This is an optimization exercise on Yosys and OpenROAD, whose aim is small area, a short achievable clock period and few clock cycles per item, not a production implementation.
Where RTL was checked, it was by simulation tests only, not by an equivalence proof against the original.
Power figures rest on the tool's default switching activity, not on a simulated workload.

==> module calc_alu64, before the edit <==
module calc_alu64 (
  input  wire        clk,
  input  wire        rst,
  input  wire        in_valid,
  output wire        in_ready,
  input  wire [1:0]  op,         
  input  wire [63:0] a,
  input  wire [63:0] b,
  output reg         out_valid,
  output wire [63:0] result
);
  localparam OP_ADD = 2'd0, OP_SUB = 2'd1, OP_MUL = 2'd2, OP_DIV = 2'd3;
  reg        rdy;      
  reg        v;        
  reg        ms;       
  reg        ds;       
  reg [1:0]  opr;
  reg [6:0]  la, lb;   
  reg [5:0]  bc;       
  reg        s_add;    
  reg        s_mul;    
  reg        s_div;    
  reg        s_aln;    
  reg        inv;      
  reg [6:0]  cnt;      
  reg [67:0] X;        
  reg [66:0] Y;        
  reg [63:0] R;        
  assign in_ready = rdy;
  assign result   = R;
  function automatic [6:0] lod64(input [63:0] x);    
    reg [63:0] vv;
    reg [383:0] pp;      
    integer lvl, i;
    begin
      vv = x;
      pp = 384'd0;
      for (lvl = 0; lvl < 6; lvl = lvl + 1) begin
        for (i = 0; i < (32 >> lvl); i = i + 1) begin
          if (vv[2*i+1])
            pp[6*i +: 6] = pp[6*(2*i+1) +: 6] | (6'd1 << lvl);
          else
            pp[6*i +: 6] = pp[6*(2*i) +: 6];
          vv[i] = vv[2*i+1] | vv[2*i];
        end
      end
      lod64 = {vv[0], pp[5:0]};
    end
  endfunction
  function automatic [7:0] bytes_nz(input [63:0] x);
    integer i;
    for (i = 0; i < 8; i = i + 1) bytes_nz[i] = |x[8*i +: 8];
  endfunction
  wire [7:0] ba = bytes_nz(a);
  wire [7:0] bb = bytes_nz(b);
  wire [7:0] ba_s = ba | {1'b0, ba[7:1]} | {2'b0, ba[7:2]} | {3'b0, ba[7:3]} |
                    {4'b0, ba[7:4]} | {5'b0, ba[7:5]} | {6'b0, ba[7:6]} | {7'b0, ba[7]};
  wire       b_above = |(bb & ~ba_s);
  wire [3:0] qa = {|ba[7:6], |ba[5:4], |ba[3:2], |ba[1:0]};
  wire [3:0] qb = {|bb[7:6], |bb[5:4], |bb[3:2], |bb[1:0]};
  wire       swap = (op == OP_MUL) &
                    ((qb[3] & ~qa[3]) | (qb[2] & ~|qa[3:2]) | (qb[1] & ~|qa[3:1]) |
                     (qb[0] & ~|qa[3:0]));
  wire       in_qf = b_above | ~|bb;
  wire       in_m1 = (b[63:3] == 61'd0) | ((a[63:3] == 61'd0) & swap);
  function automatic [5:0] booth(input [3:0] p, input pb);
    booth = {p[0] ^ pb, (p[1] & ~p[0] & ~pb) | (~p[1] & p[0] & pb), p[1],
             p[2] ^ p[1], (p[3] & ~p[2] & ~p[1]) | (~p[3] & p[2] & p[1]), p[3]};
  endfunction
  function automatic [67:0] bkadd(input [67:0] x, input [67:0] y, input c);
    reg [68:0] g, p, G, P;    
    integer i, d;
    begin
      g = {x & y, c};
      p = {x ^ y, 1'b0};
      G = g;
      P = p;
      for (d = 1; d < 69; d = d * 2)
        for (i = 2*d - 1; i < 69; i = i + 2*d) begin
          G[i] = G[i] | (P[i] & G[i-d]);
          P[i] = P[i] & P[i-d];
        end
      for (d = 64; d >= 1; d = d / 2)
        for (i = 3*d - 1; i < 69; i = i + 2*d) begin
          G[i] = G[i] | (P[i] & G[i-d]);
          P[i] = P[i] & P[i-d];
        end
      bkadd = p[68:1] ^ G[67:0];
    end
  endfunction
  wire [67:0] asum = bkadd(X, {1'b0, Y} ^ {68{inv}}, inv);
  wire        q    = ~asum[67];          
  wire [63:0] mc = X[63:0];
  wire [63:0] mp = Y[63:0];
  wire one0 = bc[5], two0 = bc[4], neg0 = bc[3];
  wire one1 = bc[2], two1 = bc[1], neg1 = bc[0];
  wire [63:0] m0   = ({64{one0}} & mc) | ({64{two0}} & {mc[62:0], 1'b0});
  wire [63:0] m1   = ({64{one1}} & mc) | ({64{two1}} & {mc[62:0], 1'b0});
  wire [63:0] pp0  = m0 ^ {64{neg0}};
  wire [63:0] pp1  = {m1[61:0], 2'b00} ^ {64{neg1}};
  wire [63:0] racc = v ? 64'd0 : R;
  wire [63:0] cs_s = racc ^ pp0 ^ pp1;
  wire [63:0] cs_c = (racc & pp0) | (racc & pp1) | (pp0 & pp1);
  wire [67:0] msum_w = bkadd({4'd0, cs_s}, {4'd0, cs_c[62:0], neg0}, neg1);
  wire [63:0] msum = msum_w[63:0];
  wire        mlast = (mp[63:3] == 61'd0);    
  wire        mnext = (mp[63:7] == 57'd0);    
  wire [6:0]  dpos   = {1'b0, la[5:0]} - {1'b0, lb[5:0]};    
  wire        qz     = ~lb[6] | ~la[6] | dpos[6];
  wire [3:0]  sh     = dpos[5:2];
  wire [66:0] yshift = {Y[63:0], 3'b000} << {sh, 2'b00};
  wire is_mul = (opr == OP_MUL);
  wire is_div = (opr == OP_DIV);
  wire one_cycle = ~opr[1] | (opr[0] & qz);    
  wire ms_n = (v & is_mul & ~mlast) | (ms & ~rdy);
  wire ds_n = (v & is_div & ~qz) | (ds & ~rdy);
  wire acc  = rdy & in_valid;
  always @(posedge clk) begin
    if (rst) begin
      rdy       <= 1'b1;
      v         <= 1'b0;
      ms        <= 1'b0;
      ds        <= 1'b0;
      out_valid <= 1'b0;
    end else begin
      v         <= rdy & in_valid;
      ms        <= ms_n;
      ds        <= ds_n;
      out_valid <= (v & (one_cycle | (is_mul & mlast))) | ((ms | ds) & rdy);
      if (rdy)
        rdy <= ~in_valid | ~op[1] | (op[0] ? in_qf : in_m1);
      else if (v)
        rdy <= is_mul ? mnext : qz;    
      else if (ms)
        rdy <= mnext;
      else
        rdy <= (cnt == 7'd2);
    end
  end
  always @(posedge clk) begin
    la  <= lod64(a);    
    lb  <= lod64(b);
    if (rdy) begin
      opr <= op;
      inv <= op[0];
    end else if (ds) begin
      inv <= q;
    end
    cnt <= ds ? cnt - 7'd1 : {1'b0, sh, 2'b00} + 7'd4;
    if (rdy)
      bc <= swap ? booth(a[3:0], 1'b0) : booth(b[3:0], 1'b0);
    else
      bc <= booth(Y[7:4], Y[3]);
    s_add <= acc & ~op[1];
    s_mul <= (acc & (op == OP_MUL)) | ms_n;
    s_div <= ds_n;
    s_aln <= acc & (op == OP_DIV);
    if (rdy) begin
      X <= {4'd0, swap ? b : a};
      Y <= {3'd0, swap ? a : b};
    end else if (s_aln) begin
      Y <= yshift;
    end else if (s_mul) begin
      X <= {X[63:0], 4'b0000};
      Y <= {4'b0000, Y[66:4]};
    end else if (s_div) begin
      X <= asum;
      Y <= {1'b0, Y[66:1]};
    end
    R <= ({64{s_add}} & asum[63:0]) | ({64{s_div}} & {R[62:0], q}) |
         ({64{s_mul}} & msum);
  end
endmodule
Settings: LEC_CHECK=0, ABC_CLOCK_PERIOD_IN_PS=3000, CAP_MARGIN=20, CORE_MARGIN=2, CORE_UTILIZATION=40, PLACE_DENSITY=0.6, SETUP_SLACK_MARGIN=5, SLEW_MARGIN=20; clock period 10.0 ns.
standard.sh (not shown) runs the stock make flow with config.mk's settings and CLKGATE_MAP_FILE= SYNTH_SCRIPT=/design/flow/synth_recipe.tcl, a recipe that flattens the netlist after the stock synthesis.
==> flow/flow/run.sh <==
#!/bin/bash
set -euo pipefail
bash standard.sh "BUFFER_PORTS_ARGS=-buffer_cell sky130_fd_sc_hd__buf_2" SETUP_SLACK_MARGIN=5.5 finish > flow_make.log 2>&1
Next try:
--- a/flow/design.v
+++ b/flow/design.v
@@ -17,10 +17,6 @@
   reg [1:0]  opr;
   reg [6:0]  la, lb;   
   reg [5:0]  bc;       
-  reg        s_add;    
-  reg        s_mul;    
-  reg        s_div;    
-  reg        s_aln;    
   reg        inv;      
   reg [6:0]  cnt;      
   reg [67:0] X;        
@@ -56,13 +52,8 @@
   wire [7:0] ba_s = ba | {1'b0, ba[7:1]} | {2'b0, ba[7:2]} | {3'b0, ba[7:3]} |
                     {4'b0, ba[7:4]} | {5'b0, ba[7:5]} | {6'b0, ba[7:6]} | {7'b0, ba[7]};
   wire       b_above = |(bb & ~ba_s);
-  wire [3:0] qa = {|ba[7:6], |ba[5:4], |ba[3:2], |ba[1:0]};
-  wire [3:0] qb = {|bb[7:6], |bb[5:4], |bb[3:2], |bb[1:0]};
-  wire       swap = (op == OP_MUL) &
-                    ((qb[3] & ~qa[3]) | (qb[2] & ~|qa[3:2]) | (qb[1] & ~|qa[3:1]) |
-                     (qb[0] & ~|qa[3:0]));
+  wire       swap = (op == OP_MUL) & b_above;
   wire       in_qf = b_above | ~|bb;
-  wire       in_m1 = (b[63:3] == 61'd0) | ((a[63:3] == 61'd0) & swap);
   function automatic [5:0] booth(input [3:0] p, input pb);
     booth = {p[0] ^ pb, (p[1] & ~p[0] & ~pb) | (~p[1] & p[0] & pb), p[1],
              p[2] ^ p[1], (p[3] & ~p[2] & ~p[1]) | (~p[3] & p[2] & p[1]), p[3]};
@@ -112,9 +103,6 @@
   wire is_mul = (opr == OP_MUL);
   wire is_div = (opr == OP_DIV);
   wire one_cycle = ~opr[1] | (opr[0] & qz);    
-  wire ms_n = (v & is_mul & ~mlast) | (ms & ~rdy);
-  wire ds_n = (v & is_div & ~qz) | (ds & ~rdy);
-  wire acc  = rdy & in_valid;
   always @(posedge clk) begin
     if (rst) begin
       rdy       <= 1'b1;
@@ -124,11 +112,11 @@
       out_valid <= 1'b0;
     end else begin
       v         <= rdy & in_valid;
-      ms        <= ms_n;
-      ds        <= ds_n;
+      ms        <= (v & is_mul & ~mlast) | (ms & ~rdy);
+      ds        <= (v & is_div & ~qz) | (ds & ~rdy);
       out_valid <= (v & (one_cycle | (is_mul & mlast))) | ((ms | ds) & rdy);
       if (rdy)
-        rdy <= ~in_valid | ~op[1] | (op[0] ? in_qf : in_m1);
+        rdy <= ~in_valid | ~op[1] | (op[0] & in_qf);
       else if (v)
         rdy <= is_mul ? mnext : qz;    
       else if (ms)
@@ -138,11 +126,11 @@
     end
   end
   always @(posedge clk) begin
-    la  <= lod64(a);    
-    lb  <= lod64(b);
     if (rdy) begin
       opr <= op;
       inv <= op[0];
+      la  <= lod64(a);
+      lb  <= lod64(b);
     end else if (ds) begin
       inv <= q;
     end
@@ -151,23 +139,23 @@
       bc <= swap ? booth(a[3:0], 1'b0) : booth(b[3:0], 1'b0);
     else
       bc <= booth(Y[7:4], Y[3]);
-    s_add <= acc & ~op[1];
-    s_mul <= (acc & (op == OP_MUL)) | ms_n;
-    s_div <= ds_n;
-    s_aln <= acc & (op == OP_DIV);
     if (rdy) begin
       X <= {4'd0, swap ? b : a};
       Y <= {3'd0, swap ? a : b};
-    end else if (s_aln) begin
+    end else if (v & is_div) begin
       Y <= yshift;
-    end else if (s_mul) begin
+    end else if (v | ms) begin
       X <= {X[63:0], 4'b0000};
       Y <= {4'b0000, Y[66:4]};
-    end else if (s_div) begin
+    end else if (ds) begin
       X <= asum;
       Y <= {1'b0, Y[66:1]};
     end
-    R <= ({64{s_add}} & asum[63:0]) | ({64{s_div}} & {R[62:0], q}) |
-         ({64{s_mul}} & msum);
+    if (v & ~is_mul)
+      R <= (~opr[1]) ? asum[63:0] : 64'd0;
+    else if (ds)
+      R <= {R[62:0], q};
+    else
+      R <= msum;
   end
 endmodule
- The new run went through all stages and came out clean
- worst setup slack improved by 0.22 ns
- global-route usage came out higher by 1.0 points
- wire length increases by 3.3%
- hold slack improved by 0.0040 ns
- area after synthesis increases by 1.6%
- non-clock buffer count is lower by 23
- sequential power came out higher by 14%
- clock skew barely changes
- total power rose by 24%
Testbench counts after the change, summed over its fixed seeds: cycles 24,761, items 4,800.
Only the layout flow was run in the first run of this note; the RTL was not checked for function there.

-- port drivers added, routing unchanged --
In the flow no input, the clock included, has a driving cell. The finished layouts below were timed again as built, in two steps.
Step 1 (the two cells are an assumption about what drives the block):
set clk [get_ports {clk}]
set_driving_cell -lib_cell sky130_fd_sc_hd__clkbuf_16 $clk
set_driving_cell -lib_cell sky130_fd_sc_hd__buf_2 [delete_from_list [all_inputs] $clk]
Step 2, shift: input delay + t, output delay - t, t = (earliest + latest rising clock arrival at the registers) / 2. This alone moves slack from input paths to output paths.
Slacks: ideal ports / drivers / drivers and shift; pairs: ideal ports / drivers.
run | t, ns | setup WS [ns] | hold slack, ns | worst register clock-pin slew, ns | cell pins on the clock port's net
the first run | 0.621 | 5.143 / 5.143 / 4.963 | 0.463 / 0.463 / 0.463 | 0.07 / 0.07 | 1
the second run | 0.669 | 5.360 / 5.360 / 4.897 | 0.467 / 0.467 / 0.467 | 0.07 / 0.07 | 1
After both steps every run listed still meets setup and hold. The setup slack of the second run, which loses most, moves by 0.000 ns with the drivers and by -0.463 ns with both steps.
